From an optimization exercise on the open Yosys and OpenROAD flow, aimed at small area and a short achievable clock period; shortcuts taken in it are not production practice.
In this exercise RTL edits were held to simulation tests only and were not proved equivalent to the original.
Power figures rest on the tool's default switching activity, not on a simulated workload.

// wwvb_core
module wwvb_core #(
    parameter signed [7:0] TZ_INIT = -8'sd5
) (
    input  wire        clk,
    input  wire        rst,
    input  wire        edge_valid,
    input  wire        edge_dir,         
    input  wire [31:0] edge_ts,          
    input  wire        bus_valid,
    input  wire        bus_we,
    input  wire [3:0]  bus_addr,
    input  wire [31:0] bus_wdata,
    output wire        bus_ready,
    output reg         bus_rvalid,
    output reg  [31:0] bus_rdata,
    output reg         rtc_wr,
    output wire [15:0] rtc_year,
    output wire [3:0]  rtc_month,
    output wire [4:0]  rtc_day,
    output wire [2:0]  rtc_wday,
    output wire [4:0]  rtc_hour,
    output wire [5:0]  rtc_minute,
    output wire [5:0]  rtc_second,
    output wire [9:0]  rtc_subsec,
    output reg         evt_valid,
    output wire [2:0]  evt_code
);
Size: about 1,300 cells after synthesis, about 220 flip-flops.
==> flow/config.mk <==
export PLATFORM = sky130hd
export DESIGN_NAME = wwvb_core
export DESIGN_NICKNAME = wwvb_core
export VERILOG_FILES = /design/flow/design.v
export SDC_FILE = /design/flow/constraint.sdc
export NUM_CORES = 4
export LEC_CHECK = 0
export CAP_MARGIN = 20
export CORE_MARGIN = 2
export CORE_UTILIZATION = 40
export SLEW_MARGIN = 20
==> flow/constraint.sdc <==
create_clock -name core_clock -period 45.0 [get_ports {clk}]
set_input_delay 9.0000 -clock core_clock [delete_from_list [all_inputs] [get_ports {clk}]]
set_output_delay 9.0000 -clock core_clock [all_outputs]
set_load 0.01 [all_outputs]
standard.sh (not shown) runs the stock make flow with config.mk's settings and CLKGATE_MAP_FILE= SYNTH_SCRIPT=/design/flow/synth_recipe.tcl, a recipe that flattens the netlist after the stock synthesis.
==> flow/flow/run.sh <==
#!/bin/bash
# The standard ORFS layout (standard.sh), with these changes to how the
# layout is made:
#  - synthesis maps the logic with an area-oriented ABC recipe
#    (flow/abc_map.script) in place of ORFS's delay-oriented one; it runs
#    from a copy of ORFS's scripts folder that differs only in that file,
#    so the registers and every other step are the standard ones;
#  - half-adder cells are left out (added to DONT_USE_CELLS): Yosys's
#    extract_fa then maps only full adders, and the half adders it would
#    have made, with the inverters around them, are left to ABC;
#  - the port buffers are buf_1 cells instead of the larger delay-buffer
#    cells buffer_ports picks on its own;
#  - the clock tree is built from small clock buffers without dummy loads;
#  - the constant outputs share one tie cell (SKIP_REPAIR_TIE_FANOUT)
#    instead of one tie cell each;
#  - timing repair aims for 27 ns of setup slack, which in this design only
#    the combinational bus_ready path (input to output) falls short of.
# The full make output goes to standard.log here; ORFS keeps each step's
# log under orfs/logs.
set -euo pipefail
rm -rf scripts_abc
cp -r "$FLOW_HOME/scripts" scripts_abc
cp flow/abc_map.script scripts_abc/abc_speed.script
export SCRIPTS_DIR="$PWD/scripts_abc"
export BUFFER_PORTS_ARGS="-buffer_cell sky130_fd_sc_hd__buf_1"
export CTS_ARGS="-sink_clustering_enable -repair_clock_nets -dont_use_dummy_load -buf_list sky130_fd_sc_hd__clkbuf_4 -sink_clustering_size 10 -sink_clustering_max_diameter 35"
export SETUP_SLACK_MARGIN=27
# The platform's DONT_USE_CELLS and the half adders, on the make command
# line (ORFS unsets variables from the environment between its steps).
DONT_USE=$(make -C "$FLOW_HOME" DESIGN_CONFIG="$PWD/config.mk" WORK_HOME="$PWD/orfs" \
  print-DONT_USE_CELLS 2> print_dont_use.log | sed -n 's/^DONT_USE_CELLS: //p')
[[ -n "$DONT_USE" ]]
bash standard.sh "DONT_USE_CELLS=$DONT_USE sky130_fd_sc_hd__ha_1 sky130_fd_sc_hd__ha_2 sky130_fd_sc_hd__ha_4" \
  SKIP_REPAIR_TIE_FANOUT=1 finish > standard.log 2>&1
==> flow/flow/abc_map.script <==
strash
&get -n
&st
&syn2
&dch
&nf -a -p -R 1000 -F 8 -A 8 -C 32
&st
&syn2
&dch
&nf -a -p -R 1000 -F 8 -A 8 -C 32
&st
&syn2
&dch
&nf -a -p -R 1000 -F 8 -A 8 -C 32
&put
topo
stime -c
==> next run, changes <==
--- a/flow/flow/run.sh
+++ b/flow/flow/run.sh
@@ -25,3 +25,3 @@
 export BUFFER_PORTS_ARGS="-buffer_cell sky130_fd_sc_hd__buf_1"
-export CTS_ARGS="-sink_clustering_enable -repair_clock_nets -dont_use_dummy_load -buf_list sky130_fd_sc_hd__clkbuf_4 -sink_clustering_size 10 -sink_clustering_max_diameter 35"
+export CTS_ARGS="-sink_clustering_enable -repair_clock_nets -dont_use_dummy_load -buf_list sky130_fd_sc_hd__clkbuf_4 -sink_clustering_size 8 -sink_clustering_max_diameter 40"
 export SETUP_SLACK_MARGIN=27
Effect:
- setup slack gets worse by 0.014 ns
- routed wire length stays flat
- synthesized cell count is unchanged
- final cell count came out lower by about 0.33%
- utilization came out lower by 0.14 points
==> next run, changes <==
--- a/flow/flow/run.sh
+++ b/flow/flow/run.sh
@@ -13,4 +13,2 @@
 #  - the clock tree is built from small clock buffers without dummy loads;
-#  - the constant outputs share one tie cell (SKIP_REPAIR_TIE_FANOUT)
-#    instead of one tie cell each;
 #  - timing repair aims for 27 ns of setup slack, which in this design only
@@ -32,3 +30,2 @@
 [[ -n "$DONT_USE" ]]
-bash standard.sh "DONT_USE_CELLS=$DONT_USE sky130_fd_sc_hd__ha_1 sky130_fd_sc_hd__ha_2 sky130_fd_sc_hd__ha_4" \
-  SKIP_REPAIR_TIE_FANOUT=1 finish > standard.log 2>&1
+bash standard.sh "DONT_USE_CELLS=$DONT_USE sky130_fd_sc_hd__ha_1 sky130_fd_sc_hd__ha_2 sky130_fd_sc_hd__ha_4" finish > standard.log 2>&1
The new run passed the timing, design-rule and antenna checks.
Area after synthesis is unchanged.
Global-route usage barely changes.
Total power stays flat.
Design area climbs slightly.
Combinational power hardly moves.
Die area does not change.

Setup of run 1:
wwvb_core, a different RTL version from the one above (not shown whole).
For scale: ~1700 cells after synthesis, ~230 flip-flops, roughly 170 I/O pins.
// wwvb_core
module wwvb_core #(
    parameter signed [7:0] TZ_INIT = -8'sd5
) (
    input  wire        clk,
    input  wire        rst,
    input  wire        edge_valid,
    input  wire        edge_dir,         
    input  wire [31:0] edge_ts,          
    input  wire        bus_valid,
    input  wire        bus_we,
    input  wire [3:0]  bus_addr,
    input  wire [31:0] bus_wdata,
    output wire        bus_ready,
    output reg         bus_rvalid,
    output reg  [31:0] bus_rdata,
    output reg         rtc_wr,
    output wire [15:0] rtc_year,
    output wire [3:0]  rtc_month,
    output wire [4:0]  rtc_day,
    output wire [2:0]  rtc_wday,
    output wire [4:0]  rtc_hour,
    output wire [5:0]  rtc_minute,
    output wire [5:0]  rtc_second,
    output wire [9:0]  rtc_subsec,
    output reg         evt_valid,
    output wire [2:0]  evt_code
);
Settings: LEC_CHECK=0, CAP_MARGIN=20, CORE_MARGIN=2, CORE_UTILIZATION=40, SLEW_MARGIN=20; clock period 45.0 ns.
==> flow/flow/run.sh <==
#!/bin/bash
# The standard ORFS layout (standard.sh), with two changes to how the
# layout is made: the port buffers are buf_1 cells instead of the larger
# delay-buffer cells buffer_ports picks on its own, and the clock tree is
# built from clkbuf_4 cells without dummy loads. The full make output goes
# to standard.log here; ORFS keeps each step's log under orfs/logs.
set -euo pipefail
export BUFFER_PORTS_ARGS="-buffer_cell sky130_fd_sc_hd__buf_1"
export CTS_ARGS="-sink_clustering_enable -repair_clock_nets -dont_use_dummy_load -buf_list sky130_fd_sc_hd__clkbuf_4"
bash standard.sh > standard.log 2>&1
Per the final summary, run 1 finished and its layout is clean on timing, DRC and antenna.
> inputs changed (run 1 -> run 2)
- CORE_UTILIZATION now 65, was 40
- PLACE_DENSITY now 0.75, previously not set
==> flow/run.sh (new file) <==
#!/bin/bash
# synth_recipe.tcl (not shown) runs the flow's synth.tcl, then flattens the netlist and writes it again
# the make line also repeats each setting of config.mk as NAME=value (left out here)
make -C /OpenROAD-flow-scripts/flow DESIGN_CONFIG=/design/flow/config.mk WORK_HOME=/design/flow/orfs CLKGATE_MAP_FILE= SYNTH_SCRIPT=/design/flow/synth_recipe.tcl finish
removed: flow/flow/run.sh
removed: flow/standard.sh
==> comparison <==
- Delta (run 2 minus run 1): sequential cell count was more or less identical, core region area decreased by about 40% relative to the old numbers.
- Total power of run 2 is higher than that of run 1.
- Compared with run 1, run 2 improves half-perimeter wire length after detailed placement.
- Proportion of power drawn by flip-flops and latches (higher): run 1
- On run 2: minimum clock period after layout is 0.21 ns higher than what run 1 gave.
- [compare] base=run 1 new=run 2: die area now smaller; clock network fraction of design power up 9.3 points; via count went up 240.
Edits applied to the flow inputs when going from run 2 to run 3:
- clearing PLACE_DENSITY, which used to be 0.75
- swapping 65 for 40 in CORE_UTILIZATION
Findings:
From run 2 to run 3 the numbers moved as follows: part of the cycle the worst path needs went up; global-route met2 utilization went down; number of clock buffer instances in the layout rose by 10; placed wire-length estimate moved up; mapped cell area barely changed. Relative area change from synthesis to final layout (run 3 over run 2): increase, 1.3 points. Total power, run 2 and run 3: larger value in run 2. On run 3: global-route usage is 13 points lower than what run 2 gave. Run 3: done, clean on timing, DRC and antenna. First-pass GRT wire length: lower on run 2.

[static timing again, ports no longer ideal]
Ports are ideal in the flow. The routed layouts listed here were re-timed in OpenROAD. Step 1: set_driving_cell puts a clkbuf_16 on clk and a buf_2 on each other input, an assumption about the parent block. Step 2 times the ports against the registers' clock, not the clock port: input delays grow and output delays shrink by t, the midpoint of the rising clock arrivals with the driver on. Slacks: ideal / step 1 / step 2; pairs: ideal / step 1.
run	t, ns	slack for setup (ns)	slew at the worst register clock pin (ns)	worst data-port slew with drivers (ns)
the first run of note 1	0.687	26.567 / 26.526 / 26.526	0.11 / 0.11	0.05
the second run of note 1	0.657	26.553 / 26.512 / 26.512	0.10 / 0.10	0.05
the third run of note 1	0.664	26.569 / 26.529 / 26.529	0.10 / 0.10	0.05
run 1	0.696	26.000 / 25.974 / 25.974	0.07 / 0.07	0.05
run 2	0.577	25.786 / 25.765 / 25.765	0.07 / 0.07	0.04
run 3	0.589	25.663 / 25.631 / 25.631	0.07 / 0.07	0.05
After both steps setup and hold are still met in every run listed.
